What follows belongs to an exercise in optimizing a design on an open flow for small area; a production flow would make more cautious choices.
Function was checked by simulation only, so behaviour that the tests miss may differ from the original.
No activity file was given, so power comes from the tool's default toggle rates.

Setup of trial 21:
Design display_font_rom, start of the top module:
module display_font_rom(clk, rst, tick, in_valid, in_data, in_ready, rsp_valid, rsp_data, load, din, sclk);
  input clk;
  wire clk;
  input rst;
  wire rst;
  input tick;
  wire tick;
  input in_valid;
  wire in_valid;
  input [31:0] in_data;
  wire [31:0] in_data;
  output in_ready;
  wire in_ready;
  output rsp_valid;
  wire rsp_valid;
  output [31:0] rsp_data;
  wire [31:0] rsp_data;
  output load;
  reg load;
  output din;
  wire din;
  output sclk;
  reg sclk;
  wire [223:0] _0000_;
  wire _0001_;
  wire _0002_;
  wire _0003_;
  wire _0004_;
  wire _0005_;
  wire _0006_;
  wire _0007_;
  wire _0008_;
  wire _0009_;
  wire _0010_;
  wire _0011_;
  wire _0012_;
  wire _0013_;
  wire _0014_;
  wire _0015_;
  wire _0016_;
  wire _0017_;
  wire _0018_;
  wire _0019_;
  wire _0020_;
  wire _0021_;
  wire _0022_;
  wire _0023_;
  wire _0024_;
  wire _0025_;
  wire _0026_;
  wire _0027_;
  wire _0028_;
  ...
For scale: ~1,600 cells after synthesis, about 440 flip-flops, about 73 I/O pins, roughly 15,000 sq um of cells after synthesis.
==> flow/config.mk <==
export PLATFORM = sky130hd
export DESIGN_NAME = display_font_rom
export DESIGN_NICKNAME = display_font_rom
export VERILOG_FILES = /design/flow/design.v
export SDC_FILE = /design/flow/constraint.sdc
export NUM_CORES = 4
export LEC_CHECK = 0
export ABC_AREA = 1
export CAP_MARGIN = 20
export CORE_MARGIN = 2
export CORE_UTILIZATION = 60
export CTS_BUF_LIST = sky130_fd_sc_hd__clkbuf_8
export CTS_CLUSTER_DIAMETER = 45
export CTS_CLUSTER_SIZE = 18
export PLACE_DENSITY = 0.7
export SLEW_MARGIN = 20
==> flow/constraint.sdc <==
create_clock -name core_clock -period 10.0 [get_ports {clk}]
set_input_delay 2.0000 -clock core_clock [delete_from_list [all_inputs] [get_ports {clk}]]
set_output_delay 2.0000 -clock core_clock [all_outputs]
set_load 0.01 [all_outputs]
standard.sh (not shown) runs the stock make flow with config.mk's settings and CLKGATE_MAP_FILE= SYNTH_SCRIPT=/design/flow/synth_recipe.tcl, a recipe that flattens the netlist after the stock synthesis.
==> flow/flow/run.sh <==
#!/bin/bash
set -euo pipefail
export BUFFER_PORTS_ARGS="-buffer_cell sky130_fd_sc_hd__buf_1"
bash standard.sh > standard.log 2>&1
Changes in build 16 relative to trial 21:
==> flow/flow/run.sh <==
#!/bin/bash
set -euo pipefail
export BUFFER_PORTS_ARGS="-buffer_cell sky130_fd_sc_hd__buf_1"
export CTS_ARGS="-sink_clustering_enable -repair_clock_nets -sink_clustering_size 24 -sink_clustering_max_diameter 55 -buf_list sky130_fd_sc_hd__clkbuf_8 -dont_use_dummy_load"
bash standard.sh > standard.log 2>&1
Fmax: build 16 vs trial 21 down 0.00071 GHz
Of build 16 and trial 21, trial 21 shows the lower clock latency at the later pin of the worst-skew pair, with build 16 above it.
Diff trial 21 -> build 16 | worst-case setup margin in the final layout | decrease of 22 ps
In the tables for build 16 and trial 21, combinational cell fraction of total power reads higher with build 16.
Compare build 16 and trial 21 | maximum ir drop on the vdd rail higher: trial 21

--- another note on this design; it stands on its own ---

==> run R <==
Design display_font_rom, start of the top module:
module display_font_rom(clk, rst, tick, in_valid, in_data, in_ready, rsp_valid, rsp_data, load, din, sclk);
==> flow/config.mk <==
export PLATFORM = sky130hd
export DESIGN_NAME = display_font_rom
export DESIGN_NICKNAME = display_font_rom
export VERILOG_FILES = /design/flow/design.v
export SDC_FILE = /design/flow/constraint.sdc
export NUM_CORES = 4
export LEC_CHECK = 0
export ABC_AREA = 1
export CAP_MARGIN = 20
export CORE_MARGIN = 2
export CORE_UTILIZATION = 60
export CTS_BUF_LIST = sky130_fd_sc_hd__clkbuf_8
export CTS_CLUSTER_DIAMETER = 50
export CTS_CLUSTER_SIZE = 21
export PLACE_DENSITY = 0.7
export SLEW_MARGIN = 20
==> flow/constraint.sdc <==
create_clock -name core_clock -period 10.0 [get_ports {clk}]
set_input_delay 2.0000 -clock core_clock [delete_from_list [all_inputs] [get_ports {clk}]]
set_output_delay 2.0000 -clock core_clock [all_outputs]
set_load 0.01 [all_outputs]
standard.sh (not shown) runs the stock make flow with config.mk's settings and CLKGATE_MAP_FILE= SYNTH_SCRIPT=/design/flow/synth_recipe.tcl, a recipe that flattens the netlist after the stock synthesis.
==> flow/flow/run.sh <==
#!/bin/bash
set -euo pipefail
export BUFFER_PORTS_ARGS="-buffer_cell sky130_fd_sc_hd__buf_1"
export CTS_ARGS="-sink_clustering_enable -repair_clock_nets -sink_clustering_size 21 -sink_clustering_max_diameter 50 -buf_list sky130_fd_sc_hd__clkbuf_8 -dont_use_dummy_load"
bash standard.sh > standard.log 2>&1
==> run G (differences from run R) <==
==> flow/flow/run.sh (replaced) <==
#!/bin/bash
set -euo pipefail
export BUFFER_PORTS_ARGS="-buffer_cell sky130_fd_sc_hd__buf_1"
export CTS_ARGS="-sink_clustering_enable -repair_clock_nets -sink_clustering_size 6 -sink_clustering_max_diameter 25 -buf_list sky130_fd_sc_hd__clkbuf_2 -dont_use_dummy_load"
bash standard.sh > standard.log 2>&1
==> run X (differences from run R) <==
==> flow/flow/run.sh (replaced) <==
#!/bin/bash
set -euo pipefail
export BUFFER_PORTS_ARGS="-buffer_cell sky130_fd_sc_hd__buf_1"
export CTS_ARGS="-sink_clustering_enable -repair_clock_nets -sink_clustering_size 10 -sink_clustering_max_diameter 35 -buf_list sky130_fd_sc_hd__clkbuf_4 -dont_use_dummy_load"
bash standard.sh > standard.log 2>&1
Settings changed: CTS_BUF_LIST sky130_fd_sc_hd__clkbuf_8 to sky130_fd_sc_hd__clkbuf_4, CTS_CLUSTER_DIAMETER 50 to 35, CTS_CLUSTER_SIZE 21 to 10.
==> qor summary <==
quantity	run X	run R	run G
Max-Slew Margin vs Limit	44.4%	43.9%	45.6%
Share of final layout cell area taken by clock buffers and inverters	2.72%	2.87%	3.01%
Via count	11,419	11,288	11,580
Clock-pin slew on the worst setup and hold paths	90 ps	110 ps	100 ps
Sequential fraction of design power	61.4%	61.0%	61.0%
Source of the critical timing path	in_data[0]	in_data[3]	pring[100]
Outcome	timing/DRC/antenna clean	timing/DRC/antenna clean	timing/DRC/antenna clean
Fmax	0.191 GHz	0.191 GHz	0.186 GHz
Slew at the pin closest to its max-slew limit	834 ps	842 ps	816 ps
Internal Power	2.46 mW	2.50 mW	2.44 mW
Global routing met1 resource utilization	38.5%	38.6%	38.0%
Combinational power	563 uW	564 uW	564 uW
Maximum clock skew at final layout	119 ps	85.9 ps	193 ps
Power in the clock group	781 uW	804 uW	804 uW

-- re-timing with driven ports --
The results above use ideal ports. As a check the final layouts listed here were re-extracted and re-timed, cells and wires unchanged.
Step 1, drivers: a clkbuf_16 drives clk and a buf_2 each remaining input, both assumed.
Step 2 moves the port delays by t, midway between the first and last clock arrival at a register: inputs arrive t later, outputs are due t later. That takes back most of the time a late clock gives input paths.
Slacks: ideal / step 1 / step 2; pairs: ideal / step 1.
| run | t (ns) | setup WS [ns] | worst data-port slew with drivers (ns) |
|---|---|---|---|
| trial 21 | 0.615 | 4.406 / 4.354 / 4.236 | 0.07 |
| build 16 | 0.661 | 4.383 / 4.330 / 4.160 | 0.07 |
| run R | 0.564 | 4.752 / 4.729 / 4.729 | 0.05 |
| run G | 0.887 | 4.627 / 4.584 / 4.723 | 0.05 |
| run X | 0.736 | 4.754 / 4.731 / 4.731 | 0.05 |
After both steps setup and hold are still met in every run listed. For build 16, which loses most, drivers alone change the setup slack by -0.053 ns; drivers and shift together by -0.223 ns.
